This design comes from an exercise in tuning for small area, a short achievable clock period and few clock cycles on the open sky130 flow, not from production work. The RTL was checked by simulation tests, not by an equivalence proof against the original design. Power is estimated from default activity; no workload was simulated.

## fcodec
module fcodec (
    input  wire         clk,
    input  wire         rst,             
    input  wire         cfg_variant_b,   
    input  wire         cfg_deadline,    
    input  wire [3:0]   cfg_retry_limit, 
    input  wire         cfg_rx_verify,
    input  wire         cfg_rx_unstuff,
    input  wire         cfg_b_countbyte, 
    input  wire         cmd_valid,
    output wire         cmd_ready,
    input  wire [7:0]   cmd_op,
    input  wire [2:0]   cmd_name,
    input  wire [7:0]   cmd_dev,
    input  wire [3:0]   cmd_count,
    input  wire [95:0]  cmd_values,      
    output reg          busy,
    output reg          done,
    output reg          err,
    output reg  [3:0]   fault,
    output reg  [1:0]   finfo,
    output reg  [2:0]   rcount,
    output reg          rvalid,
    output wire [101:0] rv,              
    output reg          tx_valid,
    input  wire         tx_ready,
    output reg  [7:0]   tx_data,
    output reg          tx_last,
    input  wire         tx_fail,         
    output reg          rx_req,          
    input  wire         rx_valid,
    input  wire [7:0]   rx_data,
    input  wire         rx_end,          
    input  wire [1:0]   rx_status        
);
clock: 8.0 ns
lec_check: 0
abc_area: 1
cap_margin: 50
core_margin: 2
core_utilization: 45
cts_cluster_diameter: 80
cts_cluster_size: 25
place_density: 0.6
setup_slack_margin: 5
slew_margin: 50
standard.sh (not shown) runs the stock make flow with config.mk's settings and CLKGATE_MAP_FILE= SYNTH_SCRIPT=/design/flow/synth_recipe.tcl, a recipe that flattens the netlist after the stock synthesis.
==> flow/flow/run.sh <==
#!/bin/bash
# Standard ORFS layout (the standard.sh, unchanged synthesis), with two
# changes to how the layout is optimised:
#  - the port buffers inserted at global placement are the plain buffer
#    sky130_fd_sc_hd__buf_1 instead of the default choice;
set -euo pipefail
export BUFFER_PORTS_ARGS="-buffer_cell sky130_fd_sc_hd__buf_1"
bash standard.sh SETUP_SLACK_MARGIN=5.3 finish > standard.log 2>&1
The first run went through all stages and came out clean.
Testbench counts at the start, summed over its fixed seeds: cycles 99,641.
Edit:
--- a/flow/design.v
+++ b/flow/design.v
@@ -172,36 +172,38 @@
     wire        rx_shift = d_take && !is_wr && f_hi;
     wire [15:0] f_u   = {rxq, lo_q};
     wire        f_big = (rxq > 8'h17) || (rxq == 8'h17 && lo_gt70);
     wire        f_neg = (rxq > 8'h80) || (rxq == 8'h80 && lo_nz);
     wire [16:0] f_san = !cls ? (f_big ? 17'd0 : {1'b0, f_u})
                              : {f_neg, f_u};
     wire g_adv    = busy && !waiting && tx_ready && !tx_last && !g_stuff;
     wire nb_val   = vb ? (b_pay && bval) : (a_val && bval);
     wire tx_shift = g_adv && nb_val && hi_sel;
     wire b_rx     = vb && !is_wr;
     wire shift    = tx_pend || rx_shift;
+    wire act      = tx_valid || waiting;
     wire sh_lo    = shift && !(b_rx && sb);
     wire sh_hi    = shift && !(b_rx && !sb);
     wire ins3     = b_rx && !sb;
     wire rx_live = busy && waiting && !rx_req;
     task complete;
         input [3:0] code;
         input [1:0] info;
         begin
             fault <= code;
             finfo <= info;
             err   <= (code != F_NONE);
             done  <= 1'b1;
             busy  <= 1'b0;
             ready_r <= 1'b1;
+            waiting <= 1'b0;
         end
     endtask
     always @(posedge clk) begin
         rxq  <= rx_data;
         rxvq <= rx_valid && rx_live;
         if (!busy) begin
             vb      <= cfg_variant_b;
             uns     <= cfg_rx_unstuff;
             cb      <= cfg_b_countbyte;
             ver     <= cfg_rx_verify;
             is_wr   <= (cmd_op == OP_WRREG);
@@ -247,44 +249,45 @@
             if (d_emit) begin
                 kpos   <= kpos_n;
                 lo_q    <= rxq;
                 if (kpos >= 5'd2)
                     sum <= sum_n;
                 cks_ok <= cks_ok_n;
             end
         end
         tx_pend <= tx_shift;
         if (tx_shift)
             vrem <= vrem - 3'd1;
-        if (busy ? sh_lo : cmd_valid) begin
-            rvr[0] <= {rvr[1][16], busy ? rvr[1][15:0] : cmd_values[15:0]};
-            rvr[1] <= {rvr[2][16], busy ? rvr[2][15:0] : cmd_values[31:16]};
-            rvr[2] <= {rvr[3][16], busy ? rvr[3][15:0] : cmd_values[47:32]};
-            rvr[3] <= ins3 ? {f_san[16], busy ? f_san[15:0] : cmd_values[63:48]}
-                           : {rvr[4][16], busy ? rvr[4][15:0] : cmd_values[63:48]};
-        end
-        if (busy ? sh_hi : cmd_valid) begin
-            rvr[4] <= {rvr[5][16], busy ? rvr[5][15:0] : cmd_values[79:64]};
-            rvr[5] <= {f_san[16],  busy ? f_san[15:0]  : cmd_values[95:80]};
+        if (act ? sh_lo : cmd_valid) begin
+            rvr[0] <= {rvr[1][16], act ? rvr[1][15:0] : cmd_values[15:0]};
+            rvr[1] <= {rvr[2][16], act ? rvr[2][15:0] : cmd_values[31:16]};
+            rvr[2] <= {rvr[3][16], act ? rvr[3][15:0] : cmd_values[47:32]};
+            rvr[3] <= ins3 ? {f_san[16], act ? f_san[15:0] : cmd_values[63:48]}
+                           : {rvr[4][16], act ? rvr[4][15:0] : cmd_values[63:48]};
+        end
+        if (act ? sh_hi : cmd_valid) begin
+            rvr[4] <= {rvr[5][16], act ? rvr[5][15:0] : cmd_values[79:64]};
+            rvr[5] <= {f_san[16],  act ? f_san[15:0]  : cmd_values[95:80]};
         end
         if (kill) begin
             busy     <= 1'b0;
             ready_r  <= 1'b1;
             done     <= 1'b0;
             err      <= 1'b0;
             fault    <= F_NONE;
             finfo    <= 2'd0;
             rcount   <= 3'd0;
             rvalid   <= 1'b0;
             tx_valid <= 1'b0;
             rx_req   <= 1'b0;
+            waiting  <= 1'b0;
         end else if (!busy) begin
             if (cmd_valid) begin
                 rvalid   <= 1'b0;
                 rcount   <= 3'd0;
                 finfo    <= 2'd0;
                 fault    <= chk_fault;
                 err      <= (chk_fault != F_NONE);
                 done     <= (chk_fault != F_NONE);
                 busy     <= (chk_fault == F_NONE);
                 ready_r  <= (chk_fault != F_NONE);
                 tx_valid <= (chk_fault == F_NONE);
Effect:
- The changed run went through all stages and came out clean
- setup slack barely changes
- fmax stays flat
- cell count rose by 1.1%
- power rose by 0.56%
- global-route usage fell by 0.87 points
- core utilization fell by 1.1 points
- die area stays flat
- non-clock buffer count rose by 7
Testbench counts after the change, summed over its fixed seeds: cycles 99,641.

## separate check: timing with driven ports
How much do the figures lean on ideal ports? The routed layouts below were timed once more, with nothing changed but the port constraints. Step 1 sets driving cells, clkbuf_16 on the clock port and buf_2 on the other inputs (assumed; they add their load-dependent delay and slew). Step 2 also shifts input and output timing later by t, the mid clock arrival at the registers, as if the neighbouring blocks saw the same clock. Slacks: ideal ports / drivers / drivers and shift; pairs: ideal ports / drivers.
run	t (ns)	setup slack, ns	worst data-port slew with drivers (ns)
the first run	0.485	5.326 / 5.276 / 4.948	0.06
the second run	0.495	5.326 / 5.278 / 4.897	0.07
After both steps every run listed still meets setup and hold. For the second run, which loses most, drivers alone change the setup slack by -0.048 ns; drivers and shift together by -0.429 ns.
